From an optimization exercise on the open Yosys and OpenROAD flow, aimed at a short achievable clock period and few clock cycles per item; shortcuts taken in it are not production practice.
No driver is modelled on the clock port, so clock power and skew are understated where the tree is cut down; a real chip needs a root buffer or a tree.
Power and IR drop assume default switching activity.

== red ==
// gfe
module gfe (
    input  wire        clk,
    input  wire        rst,           
    input  wire        cfg_mode,      
    input  wire [3:0]  cfg_base_col,  
    input  wire        in_valid,
    output wire        in_ready,
    input  wire [7:0]  in_data,
    output wire        out_valid,
    input  wire        out_ready,
    output wire [7:0]  out_data,
    input  wire        stat_rd,
    input  wire [7:0]  stat_addr,
    output reg         stat_rvalid,
    output reg  [31:0] stat_rdata
);
Size: about 2,400 cells after synthesis, roughly 860 flip-flops, ~69 I/O pins, about 33,000 sq um of cells after synthesis.
export LEC_CHECK = 0
export CAP_MARGIN = 20
export CORE_MARGIN = 2
export CORE_UTILIZATION = 40
export PLACE_DENSITY = 0.6
export SETUP_SLACK_MARGIN = 4.0
export SLEW_MARGIN = 20
export SYNTH_HIERARCHICAL = 1
create_clock -name core_clock -period 5.5 [get_ports {clk}]
standard.sh (not shown) runs the stock make flow with config.mk's settings and CLKGATE_MAP_FILE= SYNTH_SCRIPT=/design/flow/synth_recipe.tcl, a recipe that flattens the netlist after the stock synthesis.
==> flow/flow/run.sh <==
#!/bin/bash
# The standard layout (the standard.sh: ORFS from synthesis to the final
# layout), except that the clock tree is built by flow/cts_tree.tcl: four
# clkinv_16 fed by the clock port, each driving clkinv_8 that each drive a
# group of nearby flip-flops (two inverting stages on every clock path, so
# the flip-flops see the clock's own polarity).
# The make output goes to flow_make.log here; ORFS keeps each step's log
# under orfs/logs/.
set -euo pipefail
export PRE_CTS_TCL="$PWD/flow/cts_tree.tcl"
export TREE_PER_LEAF=24
export TREE_ROOT_CELL=sky130_fd_sc_hd__clkinv_16
export TREE_LEAF_CELL=sky130_fd_sc_hd__clkinv_8
bash standard.sh > flow_make.log 2>&1
Other scripts of this flow, unchanged in this note and not shown: flow/flow/cts_tree.tcl
Input-level comparison between blue and red:
-- flow/design.v --
<<< red, line 90
    reg         load_q;         
    reg         rdy;            
    reg         r_listen, r_render, r_diag_go, r_ack;    
    reg         r_tag, r_len;   
    reg         r_end;          
    reg         r_go;           
    reg  [39:0] wr_sel;         
    reg  [39:0] we_q;           
>>> blue, line 90
    reg         load_q;         
    reg         rdy;            
    reg  [39:0] wr_sel;         
    reg  [39:0] we_q;           
<<< red, line 217
        .ov       (ov),
        .more     (svx[0]),
        .t_listen (r_listen),
        .t_render (r_render),
        .t_diag_go(r_diag_go),
        .t_ack    (r_ack),
        .nx_tag   (r_tag),
        .nx_len   (r_len),
        .d_end    (r_end),
        .d_go     (r_go),
        .fire     (in_fire),
        .ov_d     (ov_d),
>>> blue, line 213
        .ov       (ov),
        .more     (svx[0]),
        .t_listen (nx_tag && s_listen),
        .t_render (nx_tag && s_render),
        .t_diag_go(nx_tag && s_diag && diag_go),
        .t_ack    (nx_tag && s_ack),
        .nx_tag   (nx_tag),
        .nx_len   (nx_len),
        .d_end    (nx_data && last_now),
        .d_go     (nx_data && last_now && keep_now),
        .fire     (in_fire),
        .ov_d     (ov_d),
<<< red, line 361
        if ((ev_dok && !diag_go) || ev_dend || ev_fault) nstate = S_FAULT;
        if (ev_dlast && fill_r)           nstate = S_RENDER;
    end
    wire ndiag_go = ev_derr ? 1'b1 : ev_dok ? (dstep == 2'd0) : diag_go;
    always @(posedge clk) begin
        if (rst || rst_q) begin
            r_listen  <= 1'b1;
            r_render  <= 1'b0;
            r_diag_go <= 1'b0;
            r_ack     <= 1'b0;
            r_tag     <= 1'b1;
            r_len     <= 1'b0;
            r_end     <= 1'b0;
            r_go      <= 1'b0;
        end else if (in_fire) begin
            r_listen  <= 1'b0;
            r_render  <= 1'b0;
            r_diag_go <= 1'b0;
            r_ack     <= 1'b0;
            r_tag     <= 1'b0;
            r_len     <= nx_tag && i19;
            if (nx_len) begin
                r_end <= i01;
                r_go  <= i01 && s_accum;           
            end else if (nx_data && !last_now) begin
                r_end <= p_len ? b02 : (k_cnt == 8'd2);
                r_go  <= (p_len ? b02 : (k_cnt == 8'd2)) && keep_now;
            end else begin
                r_end <= 1'b0;
                r_go  <= 1'b0;
            end
        end else begin
            r_listen  <= nx_tag && (nstate == S_LISTEN);
            r_render  <= nx_tag && (nstate == S_RENDER);
            r_diag_go <= nx_tag && (nstate == S_DIAG) && ndiag_go;
            r_ack     <= nx_tag && (nstate == S_ACK);
            r_tag     <= nx_tag;
            r_len     <= nx_len;
            r_end     <= nx_data && last_now;
            r_go      <= nx_data && last_now && keep_now;
        end
    end
    always @(posedge clk) begin
>>> blue, line 357
        if ((ev_dok && !diag_go) || ev_dend || ev_fault) nstate = S_FAULT;
        if (ev_dlast && fill_r)           nstate = S_RENDER;
    end
    always @(posedge clk) begin
Proportion of synthesized chip area in sequential cells ends up lower on red.
Summary of the comparison: simple-gate share of the synthesized area is lower in blue, relative to red.
When the final numbers for red and blue were put side by side, the area added between synthesis and finish turned out to be smaller in red.
Going from red to blue, routed wire length fell about 1.2%; worst hold slack across all endpoints rose 0.0054 ns; clock network power share fell 0.5 points.
Final cell utilization of the core: red vs blue — no meaningful difference
Cmp blue vs red: fraction of standard cell area in multi-input logic lower in blue
The site row count was comparable across red and blue.
blue vs red: finished layout cell area down
Function was not checked in any run of this note: the RTL went through the layout flow alone. No run of this note takes its clock network from TritonCTS; it comes from the design's own scripts or RTL.

==> afterwards: timing with drivers on the ports <==
In the flow no input, the clock included, has a driving cell. The finished layouts below were timed again as built, in two steps. Step 1: set_driving_cell puts a clkbuf_16 on clk and a buf_2 on each other input, an assumption about the parent block. Step 2 adds t to the input delays and takes it off the output delays; t is the mean of the earliest and latest rising clock arrival at the registers after step 1. Input paths then give back, and output paths get back, about the clock's delay inside the block. Slacks: ideal ports / drivers / drivers and shift; pairs: ideal ports / drivers.
run	shift t [ns]	slack for setup (ns)	cell pins on the clock port's net
red	0.528	3.436 / 3.279 / 2.751	4
blue	0.533	3.512 / 3.283 / 2.750	4
After both steps setup and hold are still met in every run listed. The setup slack of blue, which loses most, moves by -0.229 ns with the drivers and by -0.762 ns with both steps.
